From an optimization exercise on the open Yosys and OpenROAD flow, aimed at small area, a short achievable clock period and few clock cycles; shortcuts taken in it are not production practice.
The RTL was checked by simulation tests, not by an equivalence proof against the original design.
No activity file was given, so power comes from the tool's default toggle rates.

==> inputs of trial 16 <==
Design rx_framer, start of the top module:
module rx_framer #(
    parameter CAP         = 128,         
    parameter IDX_W       = 7,           
    parameter MAX_PAYLOAD = 48,          
    parameter STG_AW      = 6            
) (
    input  wire             clk,
    input  wire             rst,           
    input  wire             init,          
    input  wire             rx_valid,      
    input  wire [7:0]       rx_data,
    input  wire             cfg_valid,     
    input  wire [7:0]       cfg_max_type,
    input  wire [1:0]       cfg_sel,       
    output wire [7:0]       val_type,      
    output wire [7:0]       val_len,
    input  wire             val_ok,
    output wire             disp_valid,    
    input  wire             disp_ready,
    output wire [1:0]       disp_tag,
    output wire [7:0]       disp_type,
    output wire [7:0]       disp_len,
    input  wire [STG_AW-1:0] stg_raddr,    
    output wire [7:0]       stg_rdata,
    output wire [IDX_W-1:0] rx_count,      
    output wire [15:0]      overflow_count,
    output wire             rx_fault,
    output wire             configured
);
clock: 8.5 ns
lec_check: 0
cap_margin: 20
core_margin: 2
core_utilization: 55
setup_slack_margin: 4.1
slew_margin: 20
synth_hierarchical: 1
synth_minimum_keep_size: 0
run.sh (not shown) runs the stock make flow with config.mk's settings and CLKGATE_MAP_FILE= SYNTH_SCRIPT=/design/flow/synth_recipe.tcl, a recipe that flattens the netlist after the stock synthesis.
==> build 60 (differences from trial 16) <==
--- a/flow/design.v
+++ b/flow/design.v
@@ -49,25 +49,24 @@
             crc16_update = x;
         end
     endfunction
     reg [7:0]       ring [0:CAP-1];
     reg [7:0]       stg  [0:MAX_PAYLOAD-1];
     reg [IDX_W-1:0] head, tail, cursor;
-    reg [IDX_W-1:0] count;          
     reg [15:0]      ovf_cnt;
     reg             fault;
     reg             spec_lost;
     reg [2:0]       pstate;
     reg             disp_pend;      
-    reg [7:0]       packet_type, sequence_number;
+    reg [7:0]       packet_type;
+    reg             seq_a5;         
     reg [5:0]       payload_length;
     reg [5:0]       pidx;           
     reg [15:0]      running_checksum;
     reg             hi_ok;          
-    reg [2:0]       sh_state;
-    reg [7:0]       sh_type, sh_seq;
+    reg [1:0]       sh_state;
     reg [IDX_W-1:0] sh_pos;         
     reg [7:0]       b_r;
     reg             b_valid;
     reg [IDX_W-1:0] rdptr;
     reg             cfg_done;
     reg [7:0]       max_packet_type;
@@ -82,109 +81,99 @@
     wire             abort    = step_ok & in_spec & spec_lost;
     wire             stepping = step_ok & avail & ~(in_spec & spec_lost);
     wire             sh_adv   = stepping & in_spec;
     wire             len_ok   = (b <= MAX_PAYLOAD) && val_ok;
     wire             match    = hi_ok && (b == running_checksum[7:0]);
     wire             is_ckl   = (pstate == S_CKL);
-    wire             jump_sh  = stepping & is_ckl & ~match & (sh_state == S_LEN);
+    wire             jump_sh  = stepping & is_ckl & ~match & (sh_state == 2'd2);
     wire             commit   = stepping & (~in_spec | (is_ckl & ~jump_sh));
     wire             keep     = ~commit & ~jump_sh;
     wire [IDX_W-1:0] tail_1   = tail + 1'b1;
     wire [IDX_W-1:0] head_1   = head + 1'b1;
     wire [IDX_W-1:0] cursor_1 = cursor + 1'b1;
     wire [IDX_W-1:0] sh_pos_1 = sh_pos + 1'b1;
     wire             ovf      = rx_valid & ((keep & (tail_1 == head)) | (jump_sh & (tail_1 == sh_pos)));
     reg [IDX_W-1:0] n_head, n_cursor, n_tail;
-    reg [2:0]       n_pstate, n_sh_state;
-    reg [7:0]       n_type, n_seq, n_sh_type, n_sh_seq;
+    reg [2:0]       n_pstate;
+    reg [1:0]       n_sh_state;
+    reg [7:0]       n_type;
+    reg             n_seq_a5;
     reg [5:0]       n_plen, n_pidx;
     reg [15:0]      n_run, n_ovf;
     reg [IDX_W-1:0] n_sh_pos;
     reg             n_spec_lost, n_fault, n_hi_ok, n_disp_pend;
+    wire [15:0]     crc_b  = crc16_update((pstate == S_TYPE) ? 16'hFFFF : running_checksum, b);
     wire            stg_we = cfg_done & b_valid & (pstate == S_PAY) & ~spec_lost;
     always @* begin
         n_pstate    = pstate;
         n_type      = packet_type;
-        n_seq       = sequence_number;
+        n_seq_a5    = seq_a5;
         n_plen      = payload_length;
         n_pidx      = pidx;
         n_run       = running_checksum;
         n_hi_ok     = hi_ok;
         n_disp_pend = disp_pend & ~disp_ready;
         n_sh_state  = sh_state;
-        n_sh_type   = sh_type;
-        n_sh_seq    = sh_seq;
         n_sh_pos    = sh_pos;
         if (sh_adv) begin
             case (sh_state)
-                S_AWAIT1: n_sh_state = b_is_s1 ? S_AWAIT2 : S_AWAIT1;
-                S_AWAIT2: n_sh_state = b_is_s2 ? S_TYPE : b_is_s1 ? S_AWAIT2 : S_AWAIT1;
-                S_TYPE: begin
-                    if (b_le_mt) begin
-                        n_sh_type  = b;
-                        n_sh_state = S_SEQ;
-                    end else begin
-                        n_sh_state = b_is_s1 ? S_AWAIT2 : S_AWAIT1;
-                    end
-                end
-                S_SEQ: begin
-                    n_sh_seq   = b;
-                    n_sh_state = S_LEN;
+                2'd0: n_sh_state = b_is_s1 ? 2'd1 : 2'd0;
+                2'd1: begin
+                    n_sh_state = b_is_s2 ? 2'd2 : b_is_s1 ? 2'd1 : 2'd0;
                     n_sh_pos   = cursor + 1'b1;
                 end
                 default: ;               
             endcase
         end
         if (stepping) begin
             case (pstate)
                 S_AWAIT1: n_pstate = b_is_s1 ? S_AWAIT2 : S_AWAIT1;
                 S_AWAIT2: n_pstate = b_is_s2 ? S_TYPE : b_is_s1 ? S_AWAIT2 : S_AWAIT1;
                 S_TYPE: begin
                     if (b_le_mt) begin
                         n_type   = b;
+                        n_run    = crc_b;
                         n_pstate = S_SEQ;
                     end else begin
                         n_pstate = b_is_s1 ? S_AWAIT2 : S_AWAIT1;
                     end
                 end
                 S_SEQ: begin
-                    n_seq    = b;
+                    n_seq_a5 = b_is_s1;
+                    n_run    = crc_b;
                     n_pstate = S_LEN;
                 end
                 S_LEN: begin
                     if (len_ok) begin
                         n_plen      = b[5:0];
                         n_pidx      = 6'd0;
-                        n_run       = crc16_update(crc16_update(crc16_update(16'hFFFF,
-                                          packet_type), sequence_number), b);
+                        n_run       = crc_b;
                         n_pstate    = (b == 8'd0) ? S_CKH : S_PAY;
-                        n_sh_state  = S_AWAIT1;    
-                    end else if (sequence_number == START1 && b_is_s2) begin
+                        n_sh_state  = 2'd0;        
+                    end else if (seq_a5 && b_is_s2) begin
                         n_pstate = S_TYPE;
                     end else begin
                         n_pstate = b_is_s1 ? S_AWAIT2 : S_AWAIT1;
                     end
                 end
                 S_PAY: begin
                     n_pidx = pidx + 6'd1;
-                    n_run  = crc16_update(running_checksum, b);
+                    n_run  = crc_b;
                     if (pidx + 6'd1 == payload_length)
                         n_pstate = S_CKH;
                 end
                 S_CKH: begin
                     n_hi_ok  = (b == running_checksum[15:8]);
                     n_pstate = S_CKL;
                 end
                 default: begin       
                     if (match) begin
                         n_pstate    = S_AWAIT1;
                         n_disp_pend = 1'b1;
                     end else begin
-                        n_pstate = n_sh_state;
-                        n_type   = n_sh_type;
-                        n_seq    = n_sh_seq;
+                        n_pstate = {1'b0, n_sh_state};
                     end
                 end
             endcase
         end else if (abort) begin
             n_pstate = S_AWAIT1;
         end
@@ -207,16 +196,12 @@
         end
         n_tail      = rx_valid ? tail_1 : tail;
         n_ovf       = ovf ? ovf_cnt + 16'd1 : ovf_cnt;
         n_fault     = fault | ovf;
         n_spec_lost = ovf | (spec_lost & ~abort & ~(stepping & (pstate == S_LEN) & len_ok));
     end
-    wire [IDX_W-1:0] occ_c    = tail - cursor_1;
-    wire [IDX_W-1:0] occ_s    = tail - sh_pos;
-    wire [IDX_W-1:0] occ_base = commit ? occ_c : jump_sh ? occ_s : count;
-    wire [IDX_W-1:0] n_count  = ovf ? {IDX_W{1'b1}} : occ_base + {{(IDX_W-1){1'b0}}, rx_valid};
     wire             seq_step = stepping & ~jump_sh;
     wire             idle     = ~stepping & ~abort & ~(ovf & (cursor == head));
     wire             at_tail  = (rdptr == tail);
     wire [127:0]     rd_sel   = 128'd1 << rdptr;
     wire [1023:0]    ring_flat;
     genvar           gr;
@@ -243,59 +228,47 @@
             n_rdptr   = n_cursor;
         end
     end
     always @(posedge clk) begin
         if (rst || init) begin
             head              <= {IDX_W{1'b0}};
-            count             <= {IDX_W{1'b0}};
             tail              <= {IDX_W{1'b0}};
             cursor            <= {IDX_W{1'b0}};
             ovf_cnt           <= 16'd0;
             fault             <= 1'b0;
             spec_lost         <= 1'b0;
             pstate            <= S_AWAIT1;
             disp_pend         <= 1'b0;
-            packet_type       <= 8'd0;
-            sequence_number   <= 8'd0;
-            payload_length    <= 6'd0;
-            pidx              <= 6'd0;
-            running_checksum  <= 16'd0;
-            hi_ok             <= 1'b0;
-            sh_state          <= S_AWAIT1;
-            sh_type           <= 8'd0;
-            sh_seq            <= 8'd0;
-            sh_pos            <= {IDX_W{1'b0}};
-            b_r               <= 8'd0;
+            sh_state          <= 2'd0;
             b_valid           <= 1'b0;
             rdptr             <= {IDX_W{1'b0}};
         end else begin
             head              <= n_head;
-            count             <= n_count;
             tail              <= n_tail;
             cursor            <= n_cursor;
             ovf_cnt           <= n_ovf;
             fault             <= n_fault;
             spec_lost         <= n_spec_lost;
             pstate            <= n_pstate;
             disp_pend         <= n_disp_pend;
-            packet_type       <= n_type;
-            sequence_number   <= n_seq;
-            payload_length    <= n_plen;
-            pidx              <= n_pidx;
-            running_checksum  <= n_run;
-            hi_ok             <= n_hi_ok;
             sh_state          <= n_sh_state;
-            sh_type           <= n_sh_type;
-            sh_seq            <= n_sh_seq;
-            sh_pos            <= n_sh_pos;
-            b_r               <= n_b_r;
             b_valid           <= n_b_valid;
             rdptr             <= n_rdptr;
         end
     end
     always @(posedge clk) begin
+        packet_type       <= n_type;
+        seq_a5            <= n_seq_a5;
+        payload_length    <= n_plen;
+        pidx              <= n_pidx;
+        running_checksum  <= n_run;
+        hi_ok             <= n_hi_ok;
+        sh_pos            <= n_sh_pos;
+        b_r               <= n_b_r;
+    end
+    always @(posedge clk) begin
         if (rst) begin
             cfg_done        <= 1'b0;
             max_packet_type <= 8'd0;
             sel             <= 2'd0;
         end else if (cfg_valid && !init) begin
             cfg_done        <= 1'b1;
@@ -331,13 +304,13 @@
     assign val_len        = b;
     assign disp_valid     = disp_pend;
     assign disp_tag       = sel;
     assign disp_type      = packet_type;
     assign disp_len       = {2'b00, payload_length};
     assign stg_rdata      = stg_q;
-    assign rx_count       = count;
+    assign rx_count       = tail - head;
     assign overflow_count = ovf_cnt;
     assign rx_fault       = fault;
     assign configured     = cfg_done;
 endmodule
 module rx_framer_ao8 (
     input  wire [7:0]  sel,
CORE_UTILIZATION = 65   (was 55)
CTS_CLUSTER_DIAMETER = 100   (was default)
CTS_CLUSTER_SIZE = 24   (was default)
SETUP_SLACK_MARGIN = 4.4   (was 4.1)
==> qor summary <==
|  | trial 16 | build 60 |
|---|---|---|
| Sequential share of cell area | 0.646 | 0.694 |
| Core ar. | 112000 µm² | 91700 µm² |
| Status | timing/DRC/antenna clean | timing/DRC/antenna clean |
| Layout filler cell count | 8343 | 5857 |
| Die boundary height | 340 µm | 308 µm |
| Reg-to-reg slack, setup | 4120 ps | 4460 ps |
| Met1 track utilization from global routing | 0.408 | 0.491 |
| Area share of fa/ha/maj cells after synthesis | 0.00751 | 0.00575 |
| Post-synthesis cell area | 62000 µm² | 60100 µm² |
| Post-cts repair resize count | 294 | 327 |
| Routed vias | 37566 | 36090 |
| Post-route total power | 15900 µW | 13000 µW |
| Global-route track usage on met2 | 0.480 | 0.525 |
| WL met3 | 12800 µm | 16900 µm |
| Buffers outside the clock class | 185 | 174 |
| Crit path buf inv count | 5 | 4 |
| Number of CTS-inserted buffers | 158 | 74 |
| Number of cells in the design after placement | 5520 | 4895 |
| Flop+latch power | 8410 µW | 8370 µW |
| Routed wirelength normalized by instance count | 29.3 µm | 32.0 µm |
| Footprint of the flip-flops and latches | 45300 µm² | 45200 µm² |
| Actual slew at the worst max-slew pin | 1120 ps | 1180 ps |
Testbench counts of trial 16, summed over its fixed seeds: cycles 14,735.
Testbench counts of build 60, summed over its fixed seeds: cycles 14,796.

## what the ideal ports hide
In the flow no input, the clock included, has a driving cell. The finished layouts below were timed again as built, in two steps.
Step 1 sets driving cells, clkbuf_16 on the clock port and buf_2 on the other inputs (assumed; they add their load-dependent delay and slew).
Step 2 also shifts input and output timing later by t, the mid clock arrival at the registers, as if the neighbouring blocks saw the same clock.
Slacks: ideal ports / drivers / drivers and shift; pairs: ideal ports / drivers.
| run | shift t [ns] | setup WS [ns] | worst hold slack (ns) | worst data-port slew with drivers (ns) | pins driven straight from the clock port |
|---|---|---|---|---|---|
| trial 16 | 0.868 | 3.573 / 3.503 / 3.503 | 0.455 / 0.455 / 0.455 | 0.07 | 1 |
| build 60 | 0.742 | 3.628 / 3.556 / 3.556 | 0.475 / 0.475 / 0.475 | 0.09 | 1 |
After both steps setup and hold are still met in every run listed. For build 60, which loses most, drivers alone change the setup slack by -0.072 ns; drivers and shift together by -0.072 ns.
